This is an optimization exercise on Yosys and OpenROAD, whose aim is small area, a short achievable clock period and few clock cycles per item, not a production implementation. At most, simulation tests tie the RTL to the original design; equivalence was not proved. Power is estimated from default activity; no workload was simulated.

== old ==
==> module chord_mixer, before the edit <==
module chord_mixer (
    input  wire        clk,
    input  wire        rst,
    input  wire        in_valid,
    output wire        in_ready,
    input  wire [1:0]  in_n,
    input  wire [31:0] in_s0,
    input  wire [31:0] in_s1,
    input  wire [31:0] in_s2,
    output wire        out_valid,
    input  wire        out_ready,
    output wire [31:0] out_data
);
    reg         v0, v1, v2, v3, v4, v5;
    reg  [1:0]  n0, n1, n2, n3, n4;
    reg  [30:0] x0, x1, x2;          
    reg  [60:0] f1;                  
    reg  [30:0] y1;
    reg  [30:0] s01;                 
    reg  [13:0] o2;
    reg  [30:0] y2;
    reg  [58:0] f3;                  
    reg  [30:0] sum;                 
    reg  [30:0] pre;                 
    reg         rup;
    reg         ov, sv;              
    reg  [30:0] od, sd;
    reg         rdy;                 
    wire        adv = ~sv;           
    wire [7:0]  E0, E1, Ey, Eh, Eh1;
    wire [13:0] o1, o2_up, o2_eq;
    wire [60:0] f1_d;
    wire [58:0] f1s;
    wire [30:0] s01_d;
    wire        up1;
    mix_fadd_e  u_e0 (.e(x0[30:23]), .E(E0));
    mix_fadd_e  u_e1 (.e(x1[30:23]), .E(E1));
    mix_fadd_o  u_o1 (.Ea(E0), .Eb(E1), .o(o1));
    mix_fadd_a3 u_a1 (.a(x0), .b(x1), .o(o1), .g(f1_d));
    mix_fadd_s  u_s1 (.g(f1), .f(f1s));
    mix_fadd_b  u_b1 (.f(f1s), .y(s01_d), .up(up1));
    assign Eh  = f1[57:50];
    assign Eh1 = Eh + 8'd1;
    mix_fadd_e u_ey (.e(y1[30:23]), .E(Ey));
    mix_fadd_o u_o2 (.Ea(Eh1), .Eb(Ey), .o(o2_up));
    mix_fadd_o u_o3 (.Ea(Eh),  .Eb(Ey), .o(o2_eq));
    wire [13:0] o2_d = up1 ? o2_up : o2_eq;
    wire [58:0] f3_d;
    wire [30:0] sum_d;
    wire        up2;
    mix_fadd_a u_a2 (.a(s01), .b(y2), .o(o2), .f(f3_d));
    mix_fadd_b u_b2 (.f(f3), .y(sum_d), .up(up2));
    wire [30:0] pre_d;
    wire        rup_d;
    mix_fdiv    u_d  (.x(sum), .n(n4), .y(pre_d), .rup(rup_d));
    wire [30:0] res = pre + {30'd0, rup};
    wire        pop = ov & out_ready;
    wire        sv_d = adv ? (v5 & ov & ~pop) : (sv & ~pop);
    always @(posedge clk) begin
        if (adv) begin
            x0  <= in_s0[30:0];
            x1  <= in_n[1] ? in_s1[30:0] : 31'd0;
            x2  <= (in_n == 2'd3) ? in_s2[30:0] : 31'd0;
            n0  <= in_n;
            f1  <= f1_d;   y1 <= x2;  n1 <= n0;
            s01 <= s01_d;  o2 <= o2_d;  y2 <= y1;  n2 <= n1;
            f3  <= f3_d;              n3 <= n2;
            sum <= sum_d;             n4 <= n3;
            pre <= pre_d;  rup <= rup_d;
            if (v5 & ov & ~pop)
                sd <= res;
            if (v5 & (~ov | pop))
                od <= res;
        end else if (pop) begin
            od <= sd;
        end
        if (rst) begin
            {v0, v1, v2, v3, v4, v5} <= 6'd0;
            ov  <= 1'b0;
            sv  <= 1'b0;
            rdy <= 1'b1;
        end else begin
            if (adv) begin
                {v0, v1, v2, v3, v4, v5} <= {in_valid, v0, v1, v2, v3, v4};
                ov <= v5 | (ov & ~pop);
            end
            sv  <= sv_d;
            rdy <= ~sv_d;
        end
    end
    assign in_ready  = rdy;
    assign out_valid = ov;
    assign out_data  = {1'b0, od};
endmodule
Settings: LEC_CHECK=0, ABC_AREA=1, CAP_MARGIN=20, CORE_MARGIN=2, CORE_UTILIZATION=40, SLEW_MARGIN=20; clock period 14.0 ns.
standard.sh (not shown) runs the stock make flow with config.mk's settings and CLKGATE_MAP_FILE= SYNTH_SCRIPT=/design/flow/synth_recipe.tcl, a recipe that flattens the netlist after the stock synthesis.
==> flow/flow/run.sh <==
#!/bin/bash
# Own layout flow: the standard synthesis and layout, with the timing
# repair after placement, clock tree synthesis and global routing aiming for
# more setup slack than the flow settings allow. The clock period and all
# constraints stay those of constraint.sdc. Each step's output goes to a log
# of its own in the work folder (ORFS also keeps its per-step logs under orfs/).
set -euo pipefail
MARGIN=${MARGIN:-9.5}
bash standard.sh synth > synth.log 2>&1
bash standard.sh finish SETUP_SLACK_MARGIN=$MARGIN > layout.log 2>&1
old finished every stage and its layout cleared the timing, DRC and antenna checks.
Testbench counts of old, summed over its fixed seeds: cycles 16,056, items 16,000.
Edits applied to the flow inputs when going from old to new:
-- flow/design.v --
<<< old, line 218
    assign r = s[4][0];
endmodule
module chord_mixer (
    input  wire        clk,
>>> new, line 218
    assign r = s[4][0];
endmodule
module mix_inc31 (
    input  wire [30:0] x,
    input  wire        c,
    output wire [30:0] y
);
    wire [30:0] a [0:5];
    assign a[0] = {x[29:0], c};         
    genvar k, i;
    generate
        for (k = 0; k < 5; k = k + 1) begin : gk
            for (i = 0; i < 31; i = i + 1) begin : gi
                if ((i >> k) & 1) begin : gc
                    localparam integer J = ((i >> k) << k) - 1;
                    assign a[k+1][i] = a[k][i] & a[k][J];
                end else begin : gn
                    assign a[k+1][i] = a[k][i];
                end
            end
        end
    endgenerate
    assign y = x ^ a[5];
endmodule
module chord_mixer (
    input  wire        clk,
<<< old, line 237
    reg  [30:0] y1;
    reg  [30:0] s01;                 
    reg  [13:0] o2;
    reg  [30:0] y2;
    reg  [58:0] f3;                  
    reg  [30:0] sum;                 
    reg  [30:0] pre;                 
>>> new, line 259
    reg  [30:0] y1;
    reg  [30:0] s01;                 
    reg  [30:0] y2;
    reg  [60:0] f3;                  
    reg  [30:0] sum;                 
    reg  [30:0] pre;                 
<<< old, line 247
    reg         rdy;                 
    wire        adv = ~sv;           
    wire [7:0]  E0, E1, Ey, Eh, Eh1;
    wire [13:0] o1, o2_up, o2_eq;
    wire [60:0] f1_d;
    wire [58:0] f1s;
>>> new, line 268
    reg         rdy;                 
    wire        adv = ~sv;           
    wire [7:0]  E0, E1, E2, E3;
    wire [13:0] o1, o2;
    wire [60:0] f1_d;
    wire [58:0] f1s;
<<< old, line 259
    mix_fadd_s  u_s1 (.g(f1), .f(f1s));
    mix_fadd_b  u_b1 (.f(f1s), .y(s01_d), .up(up1));
    assign Eh  = f1[57:50];
    assign Eh1 = Eh + 8'd1;
    mix_fadd_e u_ey (.e(y1[30:23]), .E(Ey));
    mix_fadd_o u_o2 (.Ea(Eh1), .Eb(Ey), .o(o2_up));
    mix_fadd_o u_o3 (.Ea(Eh),  .Eb(Ey), .o(o2_eq));
    wire [13:0] o2_d = up1 ? o2_up : o2_eq;
    wire [58:0] f3_d;
    wire [30:0] sum_d;
    wire        up2;
    mix_fadd_a u_a2 (.a(s01), .b(y2), .o(o2), .f(f3_d));
    mix_fadd_b u_b2 (.f(f3), .y(sum_d), .up(up2));
    wire [30:0] pre_d;
    wire        rup_d;
    mix_fdiv    u_d  (.x(sum), .n(n4), .y(pre_d), .rup(rup_d));
    wire [30:0] res = pre + {30'd0, rup};
    wire        pop = ov & out_ready;
    wire        sv_d = adv ? (v5 & ov & ~pop) : (sv & ~pop);
>>> new, line 280
    mix_fadd_s  u_s1 (.g(f1), .f(f1s));
    mix_fadd_b  u_b1 (.f(f1s), .y(s01_d), .up(up1));
    wire [60:0] f3_d;
    wire [58:0] f3s;
    wire [30:0] sum_d;
    wire        up2;
    mix_fadd_e  u_e2 (.e(s01[30:23]), .E(E2));
    mix_fadd_e  u_e3 (.e(y2[30:23]),  .E(E3));
    mix_fadd_o  u_o2 (.Ea(E2), .Eb(E3), .o(o2));
    mix_fadd_a3 u_a2 (.a(s01), .b(y2), .o(o2), .g(f3_d));
    mix_fadd_s  u_s2 (.g(f3), .f(f3s));
    mix_fadd_b  u_b2 (.f(f3s), .y(sum_d), .up(up2));
    wire [30:0] pre_d;
    wire        rup_d;
    mix_fdiv    u_d  (.x(sum), .n(n4), .y(pre_d), .rup(rup_d));
    wire [30:0] res;
    mix_inc31   u_i  (.x(pre), .c(rup), .y(res));
    wire        pop = ov & out_ready;
    wire        sv_d = adv ? (v5 & ov & ~pop) : (sv & ~pop);
<<< old, line 283
            n0  <= in_n;
            f1  <= f1_d;   y1 <= x2;  n1 <= n0;
            s01 <= s01_d;  o2 <= o2_d;  y2 <= y1;  n2 <= n1;
            f3  <= f3_d;              n3 <= n2;
            sum <= sum_d;             n4 <= n3;
>>> new, line 304
            n0  <= in_n;
            f1  <= f1_d;   y1 <= x2;  n1 <= n0;
            s01 <= s01_d;  y2 <= y1;  n2 <= n1;
            f3  <= f3_d;              n3 <= n2;
            sum <= sum_d;             n4 <= n3;
### Flow results
Delta (new minus old): area taken by flip-flops and latches lower; post-route cell area down 410 µm².
new finished end to end and its layout was clean on timing, DRC and antenna.
The initial core utilization reported for new is smaller than that of old by 0.23 points.
Sort old and new by count of plain and timing-repair buffers desc -> top: new
When new is measured against old, its count of non-CTS inverters in the layout turns out 2.2% higher.
Internal power component came out higher on new than on old.
Lower synthesized netlist cell count goes to new over old.
new: clock sink count 12 below old
Core utilization: new higher than old
A slowest cell on the critical path of sky130_fd_sc_hd__clkdlybuf4s50_1 is what new shows, while sky130_fd_sc_hd__mux2i_4 belongs to old.
In the floorplan summary, new is listed with a die area less than that of old.
Re count of multi-input gates: old and new aren't equal, and the higher value belongs to old.
The via count reported for new is higher than the one for old.
Of old and new, the run reporting the higher final-layout clock-cell area share was old.
Relative to old, the post-route non-filler standard cell count measured on new has increased slightly.
Only the layout flow was run in new; the RTL was not checked for function there.

-- afterwards: timing with drivers on the ports --
How much do the figures lean on ideal ports? The routed layouts below were timed once more, with nothing changed but the port constraints. Step 1 assumes that a clkbuf_16 drives the clock port and a buf_2 every other input. Step 2 adds t to the input delays and takes it off the output delays; t is the mean of the earliest and latest rising clock arrival at the registers after step 1. Input paths then give back, and output paths get back, about the clock's delay inside the block. a / b / c = no drivers / after step 1 / after step 2; a / b = the first two.
run | t (ns) | slack for setup (ns) | worst slew at a driven data input, ns
old | 0.660 | 9.627 / 9.572 / 9.155 | 0.06
new | 0.657 | 9.624 / 9.564 / 9.611 | 0.05
After both steps every run listed still meets setup and hold. For old, which loses most, drivers alone change the setup slack by -0.055 ns; drivers and shift together by -0.472 ns.
